Source: an optimization exercise on an open RTL-to-GDS flow (aim: small area, a short achievable clock period and few clock cycles). Production flows keep margins and buffers that such runs may drop.
Only simulation tests tie the RTL to the original design; equivalence was not proved.
No activity file was given, so power comes from the tool's default toggle rates.

==> flow/design.v <==
module dscore_codec (
    input  wire        clk,
    input  wire        rst,           
    input  wire        cmd_valid,
    output wire        cmd_ready,
    input  wire [7:0]  cmd_op,
    input  wire [31:0] cmd_arg,
    input  wire [63:0] cmd_data,      
    input  wire [7:0]  cmd_len,
    output reg         resp_valid,
    output reg  [7:0]  resp_code,
    output reg         resp_flag,
    output reg  [31:0] resp_val,
    output reg  [7:0]  resp_off
);
    localparam NK = 7;                
    localparam [7:0] R_OK    = 8'h00, R_NOSPACE = 8'h10, R_UNSUP = 8'h11,
                     R_TYPE  = 8'h12, R_EXH     = 8'h13, R_RPE   = 8'hFE,
                     R_REFUSED = 8'hFF;
    localparam [2:0] E_SCAN = 3'd0, E_KEY = 3'd1, E_VAL = 3'd2, E_ELEM = 3'd3,
                     E_KCMP = 3'd4, E_FK  = 3'd5, E_PW2 = 3'd6;
    reg [1023:0] mem;                 
    reg [7:0]  used, cur;
    reg        eng;                   
    reg [2:0]  stage;
    reg        e_key;                 
    reg [7:0]  pos;
    reg [15:0] cnt;
    reg [63:0] nm;                    
    reg [3:0]  nlen;
    reg [NK-1:0] cm;                  
    reg        sync;
    reg        mapf, arrf;
    reg [7:0]  map_h, arr_h;          
    reg [15:0] map_n, arr_n;
    reg [3:0]  q;                     
    reg        kovf;                  
    reg [NK-1:0] kv;                  
    reg [6:0]  kp [0:NK-1];
    reg [3:0]  kl [0:NK-1];
    reg [7:0]  kh [0:NK-1];
    assign cmd_ready = !eng;
    wire acc = cmd_valid && !eng;
    function [15:0] crc_step(input [15:0] s, input [7:0] x);
        integer i;
        reg [15:0] c;
        begin
            c = s ^ {x, 8'h00};
            for (i = 0; i < 8; i = i + 1)
                c = c[15] ? ((c << 1) ^ 16'h1021) : (c << 1);
            crc_step = c;
        end
    endfunction
    function [2:0] itemhdr(input [7:0] t);
        case (t)
            8'hCC, 8'hD0:                      itemhdr = 3'd2;
            8'hCD, 8'hD1, 8'hDA, 8'hDC, 8'hDE: itemhdr = 3'd3;
            8'hCA, 8'hCE, 8'hD2, 8'hDB:        itemhdr = 3'd5;
            default:                           itemhdr = 3'd1;
        endcase
    endfunction
    function is_posfix(input [7:0] t); is_posfix = (t[7] == 1'b0);      endfunction
    function is_negfix(input [7:0] t); is_negfix = (t[7:5] == 3'b111);  endfunction
    function is_fixmap(input [7:0] t); is_fixmap = (t[7:4] == 4'b1000); endfunction
    function is_fixarr(input [7:0] t); is_fixarr = (t[7:4] == 4'b1001); endfunction
    function is_fixraw(input [7:0] t); is_fixraw = (t[7:5] == 3'b101);  endfunction
    function is_raw(input [7:0] t);
        is_raw = is_fixraw(t) || t == 8'hDA || t == 8'hDB;
    endfunction
    function is_map(input [7:0] t); is_map = is_fixmap(t) || t == 8'hDE; endfunction
    function is_arr(input [7:0] t); is_arr = is_fixarr(t) || t == 8'hDC; endfunction
    function is_sup(input [7:0] t);
        is_sup = !(t == 8'hC1 || (t >= 8'hC4 && t <= 8'hC9) ||
                   (t >= 8'hD4 && t <= 8'hD9) || t == 8'hCB ||
                   t == 8'hCF || t == 8'hD3 || t == 8'hDD || t == 8'hDF);
    endfunction
    function accept(input [3:0] kd, input [7:0] t);
        case (kd)
            4'h0: accept = (t == 8'hC0);
            4'h1: accept = (t == 8'hC2 || t == 8'hC3);
            4'h2: accept = is_posfix(t) || t == 8'hCC;
            4'h3: accept = is_posfix(t) || t == 8'hCC || t == 8'hCD;
            4'h4: accept = is_posfix(t) || t == 8'hCC || t == 8'hCD || t == 8'hCE;
            4'h5: accept = is_posfix(t) || is_negfix(t) || t == 8'hD0;
            4'h6: accept = is_posfix(t) || is_negfix(t) || t == 8'hCC ||
                           t == 8'hD0 || t == 8'hD1;
            4'h7: accept = is_posfix(t) || is_negfix(t) || t == 8'hCC || t == 8'hCD ||
                           t == 8'hD0 || t == 8'hD1 || t == 8'hD2;
            4'h8: accept = (t == 8'hCA);
            4'h9: accept = is_raw(t);
            4'hA: accept = is_arr(t);
            4'hB: accept = is_map(t);
            4'hD: accept = is_sup(t);
            default: accept = 1'b0;
        endcase
    endfunction
    function [31:0] decode(input [7:0] t, input [31:0] fv);
        if (is_posfix(t))                  decode = {24'd0, t};
        else if (is_negfix(t))             decode = {24'hFFFFFF, t};
        else if (t == 8'hC3)               decode = 32'd1;
        else if (t == 8'hCC)               decode = {24'd0, fv[31:24]};
        else if (t == 8'hCD)               decode = {16'd0, fv[31:16]};
        else if (t == 8'hD0)               decode = {{24{fv[31]}}, fv[31:24]};
        else if (t == 8'hD1)               decode = {{16{fv[31]}}, fv[31:16]};
        else if (is_fixraw(t))             decode = {27'd0, t[4:0]};
        else if (is_fixarr(t) || is_fixmap(t)) decode = {28'd0, t[3:0]};
        else if (t == 8'hDA || t == 8'hDC || t == 8'hDE) decode = {16'd0, fv[31:16]};
        else if (t == 8'hC0 || t == 8'hC2) decode = 32'd0;
        else                               decode = fv;    
    endfunction
    function [7:0] khash(input [63:0] d, input [3:0] l);
        integer i;
        reg [7:0] b, x;
        begin
            x = 8'd0;
            for (i = 0; i < 8; i = i + 1) begin
                b = (i < l) ? d[8*i +: 8] : 8'd0;
                x = x ^ ((b << (i % 8)) | (b >> (8 - (i % 8))));
            end
            khash = x;
        end
    endfunction
    wire [7:0] rp = eng ? pos : cur;
    wire [3:0] rr = rp[6:3];
    wire [2:0] ei = rr[3:1] + {2'd0, rr[0]};
    wire [2:0] oi = rr[3:1];
    wire [63:0] erow = mem[128*ei +: 64];
    wire [63:0] orow = mem[128*oi + 64 +: 64];
    wire [63:0] rowa = rr[0] ? orow : erow;
    wire [63:0] rowb = rr[0] ? erow : orow;
    wire [127:0] two = {rowb, rowa};
    wire [71:0] w = two >> {rp[2:0], 3'b000};
    wire [7:0]  t      = w[7:0];
    wire [2:0]  h      = itemhdr(t);
    wire        israw  = is_raw(t);
    wire [31:0] fv     = w[39:8];
    wire [31:0] fvbe   = {w[15:8], w[23:16], w[31:24], w[39:32]};
    wire [31:0] rl     = is_fixraw(t) ? {27'd0, t[4:0]} :
                         (t == 8'hDA) ? {16'd0, w[15:8], w[23:16]} : fvbe;
    wire [7:0]  avail  = used - rp;
    wire        at_end = (rp == used);
    wire        hfit   = {5'd0, h} <= avail;
    wire [7:0]  aft    = avail - {5'd0, h};
    wire        bfit   = hfit && (!israw || (rl[31:8] == 24'd0 && rl[7:0] <= aft));
    wire [7:0]  ilen   = {5'd0, h} + (israw ? rl[7:0] : 8'd0);
    wire        item_ok = !at_end && is_sup(t) && bfit;
    wire [31:0] dval   = decode(t, fvbe);
    wire [15:0] hcnt   = (h == 3'd1) ? {12'd0, t[3:0]} : {w[15:8], w[23:16]};
    reg [7:0] eqb;
    integer bi;
    always @* for (bi = 0; bi < 8; bi = bi + 1)
        eqb[bi] = (w[8*bi + 8 +: 8] == nm[8*bi +: 8]) || (bi >= nlen);
    wire nmatch = &eqb;
    reg [71:0] p_item;
    reg [3:0]  p_len;
    reg [7:0]  p_code;
    always @* begin
        p_item = 72'd0;
        p_len  = 4'd1;
        p_code = R_OK;
        case (cmd_op)
            8'h20: p_item[7:0] = 8'hC0;
            8'h21: p_item[7:0] = cmd_arg[0] ? 8'hC3 : 8'hC2;
            8'h22: begin
                p_item[7:0] = cmd_arg[7:0];
                if (cmd_arg[7]) p_code = R_REFUSED;
            end
            8'h23: begin
                p_item[7:0] = cmd_arg[7:0];
                if (cmd_arg[7:5] != 3'b111) p_code = R_REFUSED;
            end
            8'h24: begin p_item[15:0] = {cmd_arg[7:0], 8'hCC}; p_len = 4'd2; end
            8'h25: begin p_item[23:0] = {cmd_arg[7:0], cmd_arg[15:8], 8'hCD}; p_len = 4'd3; end
            8'h26: begin
                p_item[39:0] = {cmd_arg[7:0], cmd_arg[15:8], cmd_arg[23:16], cmd_arg[31:24], 8'hCE};
                p_len = 4'd5;
            end
            8'h27: begin p_item[15:0] = {cmd_arg[7:0], 8'hD0}; p_len = 4'd2; end
            8'h28: begin p_item[23:0] = {cmd_arg[7:0], cmd_arg[15:8], 8'hD1}; p_len = 4'd3; end
            8'h29: begin
                p_item[39:0] = {cmd_arg[7:0], cmd_arg[15:8], cmd_arg[23:16], cmd_arg[31:24], 8'hD2};
                p_len = 4'd5;
            end
            8'h2A: begin
                p_item[39:0] = {cmd_arg[7:0], cmd_arg[15:8], cmd_arg[23:16], cmd_arg[31:24], 8'hCA};
                p_len = 4'd5;
            end
            8'h2B: p_code = R_UNSUP;
            8'h2C: begin
                p_item = {cmd_data, 3'b101, cmd_len[4:0]};
                p_len  = cmd_len[3:0] + 4'd1;
                if (cmd_len > 8'd8) p_code = R_REFUSED;
            end
            8'h2D, 8'h2E: begin
                if (cmd_arg[15:4] == 12'd0) begin
                    p_item[7:0] = {(cmd_op == 8'h2D) ? 4'h9 : 4'h8, cmd_arg[3:0]};
                end else begin
                    p_item[23:0] = {cmd_arg[7:0], cmd_arg[15:8], (cmd_op == 8'h2D) ? 8'hDC : 8'hDE};
                    p_len = 4'd3;
                end
            end
            default: p_code = R_REFUSED;
        endcase
    end
    wire [7:0] room   = 8'd128 - used;
    wire       is_pack = (cmd_op[7:4] == 4'h2);
    wire       p_fits = {4'd0, p_len} <= room;
    wire       p_do   = acc && is_pack && p_code == R_OK && p_fits;
    wire       a_do   = acc && cmd_op == 8'h10 && used != 8'd128;
    wire [7:0] nhash  = khash(cmd_data, cmd_len[3:0]);
    reg [NK-1:0] cand;
    integer ci;
    always @* for (ci = 0; ci < NK; ci = ci + 1)
        cand[ci] = kv[ci] && kl[ci] == cmd_len[3:0] && kh[ci] == nhash;
    function [NK-1:0] first1(input [NK-1:0] m);
        first1 = m & (~m + 1'b1);
    endfunction
    function [6:0] kpos(input [NK-1:0] oh);
        integer j;
        begin
            kpos = 7'd0;
            for (j = 0; j < NK; j = j + 1) if (oh[j]) kpos = kpos | kp[j];
        end
    endfunction
    wire [NK-1:0] cand1 = first1(cand);
    wire [NK-1:0] cm_n  = cm & ~first1(cm);
    wire [NK-1:0] cm_n1 = first1(cm_n);
    reg        we;
    reg [63:0] witem;
    reg [3:0]  wn;
    always @* begin
        we = 1'b0; witem = p_item[63:0]; wn = (p_len > 4'd8) ? 4'd8 : p_len;
        if (eng && stage == E_PW2) begin
            we = 1'b1; witem = {56'd0, nm[63:56]}; wn = 4'd1;
        end else if (a_do) begin
            we = 1'b1; witem = {56'd0, cmd_arg[7:0]}; wn = 4'd1;
        end else if (p_do)
            we = 1'b1;
    end
    wire [2:0]   wb   = used[2:0];
    wire [127:0] wdbl = {witem, witem} << {wb, 3'b000};
    wire [63:0]  wrot = wdbl[127:64] | wdbl[63:0];
    reg  [7:0]   bank_en;
    reg  [3:0]   bank_row [0:7];
    integer bk;
    always @* for (bk = 0; bk < 8; bk = bk + 1) begin
        bank_en[bk]  = we && ({1'b0, bk[2:0] - wb} < wn);
        bank_row[bk] = (bk[2:0] >= wb) ? used[6:3] : used[6:3] + 4'd1;
    end
    genvar gi;
    generate for (gi = 0; gi < 128; gi = gi + 1) begin : g_mem
        always @(posedge clk)
            if (bank_en[gi % 8] && bank_row[gi % 8] == gi / 8)
                mem[8*gi +: 8] <= wrot[8*(gi % 8) +: 8];
    end endgenerate
    integer j;
    always @(posedge clk) begin
        if (rst) begin
            used <= 8'd0; cur <= 8'd0;
            eng <= 1'b0;
            resp_valid <= 1'b0;
            sync <= 1'b1; mapf <= 1'b0; arrf <= 1'b0; q <= 4'd0; kovf <= 1'b0;
            kv <= {NK{1'b0}};
        end else begin
            resp_valid <= 1'b0;
            if (eng) begin
                case (stage)
                E_PW2: begin
                    used <= used + 8'd1;
                    resp_valid <= 1'b1; resp_code <= R_OK; eng <= 1'b0;
                end
                E_FK: begin
                    if (t == {3'b101, 1'b0, nlen} && nmatch) begin
                        cur <= pos + 8'd1 + {4'd0, nlen};
                        resp_valid <= 1'b1; resp_code <= R_OK; resp_flag <= 1'b1; eng <= 1'b0;
                    end else if (cm_n == {NK{1'b0}}) begin
                        resp_valid <= 1'b1; resp_code <= R_OK; resp_flag <= 1'b0; eng <= 1'b0;
                    end else begin
                        cm  <= cm_n;
                        pos <= {1'b0, kpos(cm_n1)};
                    end
                end
                E_SCAN: begin
                    if (at_end) begin
                        resp_valid <= 1'b1; resp_code <= R_OK; resp_flag <= 1'b0; eng <= 1'b0;
                    end else if (e_key ? is_map(t) : is_arr(t)) begin
                        if (!hfit) begin
                            resp_valid <= 1'b1; resp_code <= R_OK; resp_flag <= 1'b0; eng <= 1'b0;
                        end else if (e_key) begin
                            if (hcnt == 16'd0) begin
                                resp_valid <= 1'b1; resp_code <= R_OK; resp_flag <= 1'b0; eng <= 1'b0;
                            end else begin
                                cnt <= hcnt; pos <= pos + {5'd0, h}; stage <= E_KEY;
                            end
                        end else begin
                            if (cnt == 16'd0 || cnt > hcnt) begin
                                resp_valid <= 1'b1; resp_code <= R_OK; resp_flag <= 1'b0; eng <= 1'b0;
                            end else if (cnt == 16'd1) begin
                                cur <= pos + {5'd0, h};
                                resp_valid <= 1'b1; resp_code <= R_OK; resp_flag <= 1'b1; eng <= 1'b0;
                            end else begin
                                cnt <= cnt - 16'd1; pos <= pos + {5'd0, h}; stage <= E_ELEM;
                            end
                        end
                    end else if (!item_ok) begin
                        resp_valid <= 1'b1; resp_code <= R_OK; resp_flag <= 1'b0; eng <= 1'b0;
                    end else
                        pos <= pos + ilen;
                end
                E_KEY: begin
                    if (!item_ok) begin
                        resp_valid <= 1'b1; resp_code <= R_OK; resp_flag <= 1'b0; eng <= 1'b0;
                    end else if (israw && rl == {28'd0, nlen}) begin
                        if (is_fixraw(t)) begin
                            if (nmatch) begin
                                cur <= pos + ilen;
                                resp_valid <= 1'b1; resp_code <= R_OK; resp_flag <= 1'b1; eng <= 1'b0;
                            end else begin
                                pos <= pos + ilen; stage <= E_VAL;
                            end
                        end else begin
                            pos <= pos + {5'd0, h} - 8'd1; stage <= E_KCMP;
                        end
                    end else begin
                        pos <= pos + ilen; stage <= E_VAL;
                    end
                end
                E_KCMP: begin
                    if (nmatch) begin
                        cur <= pos + 8'd1 + {4'd0, nlen};
                        resp_valid <= 1'b1; resp_code <= R_OK; resp_flag <= 1'b1; eng <= 1'b0;
                    end else begin
                        pos <= pos + 8'd1 + {4'd0, nlen}; stage <= E_VAL;
                    end
                end
                E_VAL: begin
                    if (!item_ok || cnt == 16'd1) begin
                        resp_valid <= 1'b1; resp_code <= R_OK; resp_flag <= 1'b0; eng <= 1'b0;
                    end else begin
                        cnt <= cnt - 16'd1; pos <= pos + ilen; stage <= E_KEY;
                    end
                end
                E_ELEM: begin
                    if (!item_ok) begin
                        resp_valid <= 1'b1; resp_code <= R_OK; resp_flag <= 1'b0; eng <= 1'b0;
                    end else if (cnt == 16'd1) begin
                        cur <= pos + ilen;
                        resp_valid <= 1'b1; resp_code <= R_OK; resp_flag <= 1'b1; eng <= 1'b0;
                    end else begin
                        cnt <= cnt - 16'd1; pos <= pos + ilen;
                    end
                end
                default: eng <= 1'b0;
                endcase
            end else if (acc) begin
                resp_valid <= 1'b1;
                resp_code  <= R_OK;
                resp_flag  <= 1'b0;
                nm   <= cmd_data;
                nlen <= cmd_len[3:0];
                e_key <= !cmd_op[0];
                casez (cmd_op)
                8'h01: resp_val <= {16'd0, crc_step(cmd_arg[15:0], cmd_arg[23:16])};
                8'h10: begin
                    resp_flag <= used != 8'd128;
                    if (used != 8'd128) begin
                        used <= used + 8'd1;
                        sync <= 1'b0;
                    end
                end
                8'h11, 8'h3C: begin
                    resp_flag <= !at_end;
                    resp_val  <= {24'd0, t};
                end
                8'h12: begin
                    resp_val <= {24'd0, t};
                    if (at_end) resp_code <= R_RPE;
                    else cur <= cur + 8'd1;
                end
                8'h13: resp_flag <= {8'd0, avail} >= cmd_arg[15:0];
                8'h14: cur <= 8'd0;
                8'h15: begin
                    cur <= 8'd0; used <= 8'd0;
                    sync <= 1'b1; mapf <= 1'b0; arrf <= 1'b0; q <= 4'd0; kovf <= 1'b0;
                    kv <= {NK{1'b0}};
                end
                8'h16: resp_flag <= {8'd0, room} >= cmd_arg[15:0];
                8'h2?: begin
                    if (p_code != R_OK || cmd_op > 8'h2E)
                        resp_code <= (cmd_op > 8'h2E) ? R_REFUSED : p_code;
                    else if (!p_fits)
                        resp_code <= R_NOSPACE;
                    else begin
                        if (p_len > 4'd8) begin
                            used  <= used + 8'd8;
                            eng   <= 1'b1; stage <= E_PW2;
                            resp_valid <= 1'b0;
                        end else
                            used <= used + {4'd0, p_len};
                        if (sync) begin
                            if (!mapf && cmd_op == 8'h2E) begin
                                mapf  <= 1'b1;
                                map_h <= used + {4'd0, p_len};
                                map_n <= cmd_arg[15:0];
                            end
                            if (!arrf && cmd_op == 8'h2D) begin
                                arrf  <= 1'b1;
                                arr_h <= used + {4'd0, p_len};
                                arr_n <= cmd_arg[15:0];
                            end
                            if (mapf && !kovf && {12'd0, q} < {map_n, 1'b0}) begin
                                if (q[0] == 1'b0) begin
                                    if (q[3:1] == NK) kovf <= 1'b1;
                                    else begin
                                        for (j = 0; j < NK; j = j + 1)
                                            if (q[3:1] == j) begin
                                                kv[j] <= (cmd_op == 8'h2C);
                                                kp[j] <= used[6:0];
                                                kl[j] <= cmd_len[3:0];
                                                kh[j] <= nhash;
                                            end
                                    end
                                end
                                q <= q + 4'd1;
                            end
                        end
                    end
                end
                8'h3?: begin
                    if (cmd_op[3:0] == 4'hE || cmd_op[3:0] == 4'hF)
                        resp_code <= R_REFUSED;
                    else if (at_end)
                        resp_code <= R_EXH;
                    else if (!accept(cmd_op[3:0], t))
                        resp_code <= R_TYPE;
                    else if (!bfit)
                        resp_code <= R_EXH;
                    else begin
                        resp_val <= dval;
                        resp_off <= cur + {5'd0, h};
                        cur <= cur + ((cmd_op[3:1] == 3'b101) ? {5'd0, h} : ilen);
                    end
                end
                8'h40: begin
                    if (cmd_len > 8'd8) ;
                    else if (!sync || kovf) begin
                        pos <= 8'd0; stage <= E_SCAN; eng <= 1'b1; resp_valid <= 1'b0;
                    end else if (cand != {NK{1'b0}}) begin
                        cm  <= cand;
                        pos <= {1'b0, kpos(cand1)};
                        stage <= E_FK; eng <= 1'b1; resp_valid <= 1'b0;
                    end
                end
                8'h41: begin
                    cnt <= cmd_arg[15:0];
                    if (!sync) begin
                        pos <= 8'd0; stage <= E_SCAN; eng <= 1'b1; resp_valid <= 1'b0;
                    end else if (!arrf || cmd_arg[15:0] == 16'd0 || cmd_arg[15:0] > arr_n)
                        ;
                    else if (cmd_arg[15:0] == 16'd1) begin
                        cur <= arr_h; resp_flag <= 1'b1;
                    end else begin
                        cnt <= cmd_arg[15:0] - 16'd1;
                        pos <= arr_h; stage <= E_ELEM; eng <= 1'b1; resp_valid <= 1'b0;
                    end
                end
                default: resp_code <= R_REFUSED;
                endcase
            end
        end
    end
endmodule
==> flow/run.sh <==
#!/bin/bash
# synth_recipe.tcl (not shown) runs the flow's synth.tcl, then flattens the netlist and writes it again
# the make line also repeats each setting of config.mk as NAME=value (left out here)
make -C /OpenROAD-flow-scripts/flow DESIGN_CONFIG=/design/flow/config.mk WORK_HOME=/design/flow/orfs CLKGATE_MAP_FILE= SYNTH_SCRIPT=/design/flow/synth_recipe.tcl finish
==> flow/config.mk <==
export PLATFORM = sky130hd
export DESIGN_NAME = dscore_codec
export DESIGN_NICKNAME = dscore_codec
export VERILOG_FILES = /design/flow/design.v
export SDC_FILE = /design/flow/constraint.sdc
export NUM_CORES = 4
export LEC_CHECK = 0
export CAP_MARGIN = 20
export CORE_MARGIN = 2
export CORE_UTILIZATION = 40
export PLACE_DENSITY = 0.6
export SLEW_MARGIN = 20
==> flow/constraint.sdc <==
create_clock -name core_clock -period 10.0 [get_ports {clk}]
set_input_delay 2.0000 -clock core_clock [delete_from_list [all_inputs] [get_ports {clk}]]
set_output_delay 2.0000 -clock core_clock [all_outputs]
set_load 0.01 [all_outputs]
==> notes.md <==
==> cells by family after synthesis <==
kind of cell,after synthesis,synth area share (%)
and+or+nand+nor,2021,12.5
AOI/OAI and AO/OA,1524,14.1
DFF,1382,55.0
buffers and inverters,534,3.14
muxes,485,8.87
xor gates and xnor gates,313,3.78
adders and majority gates,155,2.67
==> layer usage <==
metal | global-route usage [%] | routed length [um] | up-vias
met5 | 0 | 66 | -
met4 | 20.4 | 23800 | 10
met3 | 8.19 | 34400 | 875
met2 | 49.8 | 142000 | 3823
met1 | 47.2 | 136000 | 30400
li1 | - | - | 25600
==> state kept, by name, summed over array words and instances, names as in the netlist, 16 cells and up <==
name,count
map_n,16
mem,1024
nm,64
kl,28
arr_n,16
kp,49
cnt,16
kh,56
resp_val,32
==> cell usage after synthesis, types with 21 or more instances <==
master       n
a32oi_1    115
or3_1       21
o221ai_1    36
clkbuf_1   236
a22oi_1     69
buf_4       22
xor2_1     141
inv_1      107
o32ai_1     24
xnor2_1    165
nor4_1      38
buf_1       55
and2_1      35
or2_2       33
nand2_1    666
ha_1       142
nand2b_1    61
o21a_1      37
a21o_1      62
a222oi_1    24
a31oi_1     48
nor3_1     168
nand4_1     54
nand3_1    196
mux2_2      63
nor2b_1     45
o21ai_0    330
o22ai_1     83
o211ai_1    39
o31ai_1     25
buf_2       84
a211oi_1    38
edfxtp_1  1349
a221o_1     21
a21oi_1    308
and3_1      68
nor2_1     559
mux4_2     133
a221oi_1    31
dfxtp_1     33
a32o_1      41
mux2i_1    285
==> worst max path at each step <==
| stage | startpoint | to | slack [ps] | depth (start not counted) |
|---|---|---|---|---|
| 6_report | eng$_SDFF_PP0_ | pos[4]$_DFFE_PP_ | 390 | 36 |
| 5_1_grt | eng$_SDFF_PP0_ | pos[6]$_DFFE_PP_ | 60 | 35 |
| 4_1_cts | eng$_SDFF_PP0_ | pos[1]$_DFFE_PP_ | 520 | 37 |
| 3_3_place_gp | eng$_SDFF_PP0_ | pos[2]$_DFFE_PP_ | 620 | 37 |
| 2_1_floorplan | eng$_SDFF_PP0_ | resp_val[0]$_DFFE_PP_ | 50 | 40 |
| 3_5_place_dp | eng$_SDFF_PP0_ | pos[4]$_DFFE_PP_ | 550 | 37 |
==> area by class of cell <==
cell class                      instances  area [um2]  area share [%]
Clock inverter                         92         972            1.12
Clock buffer                          175        3780            4.34
Timing Repair Buffer                  702        5960            6.84
Sequential cell                      1382       41200            47.3
Inverter                              117         452           0.519
Multi-Input combinational cell       4498       31600            36.3
Antenna cell                            8        20.0          0.0230
Tap cell                             2480        3100            3.56
==> critical path: cells and delay by family (launching register included) <==
kind / cells / cell delay, ps
fa+ha+maj: 3 / 1020
compound gates: 11 / 2340
buf+inv: 4 / 740
simple gates: 14 / 2790
xor+xnor: 1 / 160
flops: 1 / 560
mux: 3 / 1540
==> power groups by stage <==
stage                     logic (mW)  clock network, mW  registers [mW]
after floorplan                0.593                  0            6.47
after global placement          1.15                  0            6.48
after detailed placement        1.15                  0            6.48
after CTS                       1.16               5.49            6.36
after global routing            1.23               5.70            6.35
final                           1.19               5.38            6.36
==> repair_timing <==
action                     in CTS  in global routing
hold endpoints to repair        0                  0
setup buffers                   0                  1
setup endpoints to repair       0                 44
resized for setup               0                  3
==> metrics by stage <==
| step | hold slack [ps] | setup WS, ps |
|---|---|---|
| final | 507 | 394 |
| after global routing | 550 | 60.2 |
| after CTS | 511 | 524 |
| after detailed placement | 496 | 549 |
| after global placement | 479 | 616 |
| after floorplan | 451 | 46.3 |
==> flow_metrics.tcl <==
set metrics [dict create \
    synth_cell_type_count 109 \
    grt_pass1_wl_mm 459 \
    yosysTopAreaCellShare_pct 54.1 \
    rsz0062_at_grt "no" \
    grt_pass1_vias 56300 \
    detail_route.wl_per_cell_um 35.6 \
    fmax_mhz 104 \
    tritoncts "yes" \
    pwr-share-comb_pct 9.2 \
    instances_no_fill 9454 \
    status "timing/DRC/antenna clean" \
    final-hold-violation-count 0 \
    switchingPower_mw 3.19 \
    drive_gt1_share_pct 15.7 \
    grt_start_max_net_pins 116 \
    whs_path_depth 2 \
    maxSlewViolCount 0 \
    grt_usage_pct 34.5 \
    reg2reg_setup_slack_ps 390 \
    required_ps 10560 \
    r2r_start "eng$_SDFF_PP0_" \
    clkLatencyLatePin_ps 860 \
    dieWidth_um 436 \
    ir_drop_uv 143 \
    clkTransAtPathRegs_ps 60 \
    crit_path_frequent_cell "nand2_1" \
    ys_warn_count 5 \
    setup_tns_ps 0 \
    post-route-cell-area_um2 87100 \
    fin_nets 7114 \
    min-delay-start "kv[1]$_SDFFE_PP0P_" \
    die_h_um 436 \
    cp_max_fo 33 \
    r2r-end "pos[4]$_DFFE_PP_" \
    synth_edf_count 1349 \
    crit_type "reg -> reg" \
    gp_congestion 1.09 \
    worstPathArrival_ps 10170 \
    max_stage_delay_ps 580 \
    p_int_mw 9.74 \
    hpwlAfterDp_mm 257 \
    layout_common_cells "1349 x edfxtp_1, 666 x nand2_1, 553 x nor2_1" \
    seq_power_share_pct 49.1 \
    overflow 0 \
    cp_slowest_cell "mux2i_1" \
    drv_cap 0 \
    synth_top_area_cell "edfxtp_1" \
    clock_path_buffers 3 \
    port_buffers 165 \
    wirelength_mm 337 \
    syn_avg_cell_area_um2 11.7 \
    dpl-instance-area_um2 82200 \
    numCtsBuffers 147 \
    n_fill_cell 16700 \
    r2r_cells 36 \
    finClkSkew_ps 53.2 \
    drt-initial-drc-count 9152 \
    leakage_nw 29.4 \
    htree_levels 4 \
    clock_sinks 1382 \
    worstMarginPinSlew_ps 1260 \
    dr.pass1.iters 8 \
    io_pins 166 \
    drc 0 \
    fin_util_pct 46.9 \
    vias 60700 \
    worst_setup_path_start_kind "flip-flop" \
    finalSetupViolCount 0 \
    ys_seq_area_share_pct 55.0 \
    p_per_area_nw_per_um2 149 \
    hold_buffers 0 \
    fin_total_pwr_mw 12.9 \
    holdPathEnd "kv[1]$_SDFFE_PP0P_" \
    area_growth_pct 16.4 \
    slew_headroom_pct 16.2 \
    synthCells 6414 \
    vias_per_cell 6.42 \
    synth_seq_cells 1382 \
    clockRootBuffer "clkbuf_16" \
    fin_crit_sh_pct 96.1 \
    syn_nets 6680 \
    core_area_um2 186000 \
    clkPwrFrac_pct 41.6 \
    synth_area_um2 74800 \
    start_util_pct 40.3 \
    die-area_um2 191000 \
    dp.cells 9176 \
    rows 158 \
    hp-class "reg -> reg" \
    min_period_ps 9610 \
    drtAntennaViolNets 0 \
    async_flop_share_pct 0 \
    ys.flop_type "edfxtp_1" \
    final_common_cell "edfxtp_1" \
    yosys-top-cells-area "edfxtp_1 54%, mux4_2 4.0%, mux2i_1 3.8%" \
    swShare_pct 24.7 \
    cp-end-kind "flip-flop" \
    grt_antenna_before_repair 18 \
]
Testbench counts, summed over its fixed seeds: cycles 17,949.

separate check: timing with driven ports:
No port has a modelled driver above. Below, the same layout with a new extraction and two added sets of constraints. Step 1: set_driving_cell puts a clkbuf_16 on clk and a buf_2 on each other input, an assumption about the parent block. Step 2 times the ports against the registers' clock, not the clock port: input delays grow and output delays shrink by t, the midpoint of the rising clock arrivals with the driver on. Slacks: no drivers / after step 1 / after step 2; pairs: no drivers / after step 1.
t (ns): 0.923
setup slack, ns: 0.394 / 0.394 / 0.394
worst hold slack (ns): 0.507 / 0.507 / 0.507
worst setup path after step 2: register to register
worst data-port slew with drivers (ns): 0.07
After both steps setup and hold are still met in this run. The setup slack of this run moves by 0.000 ns with the drivers and by 0.000 ns with both steps.
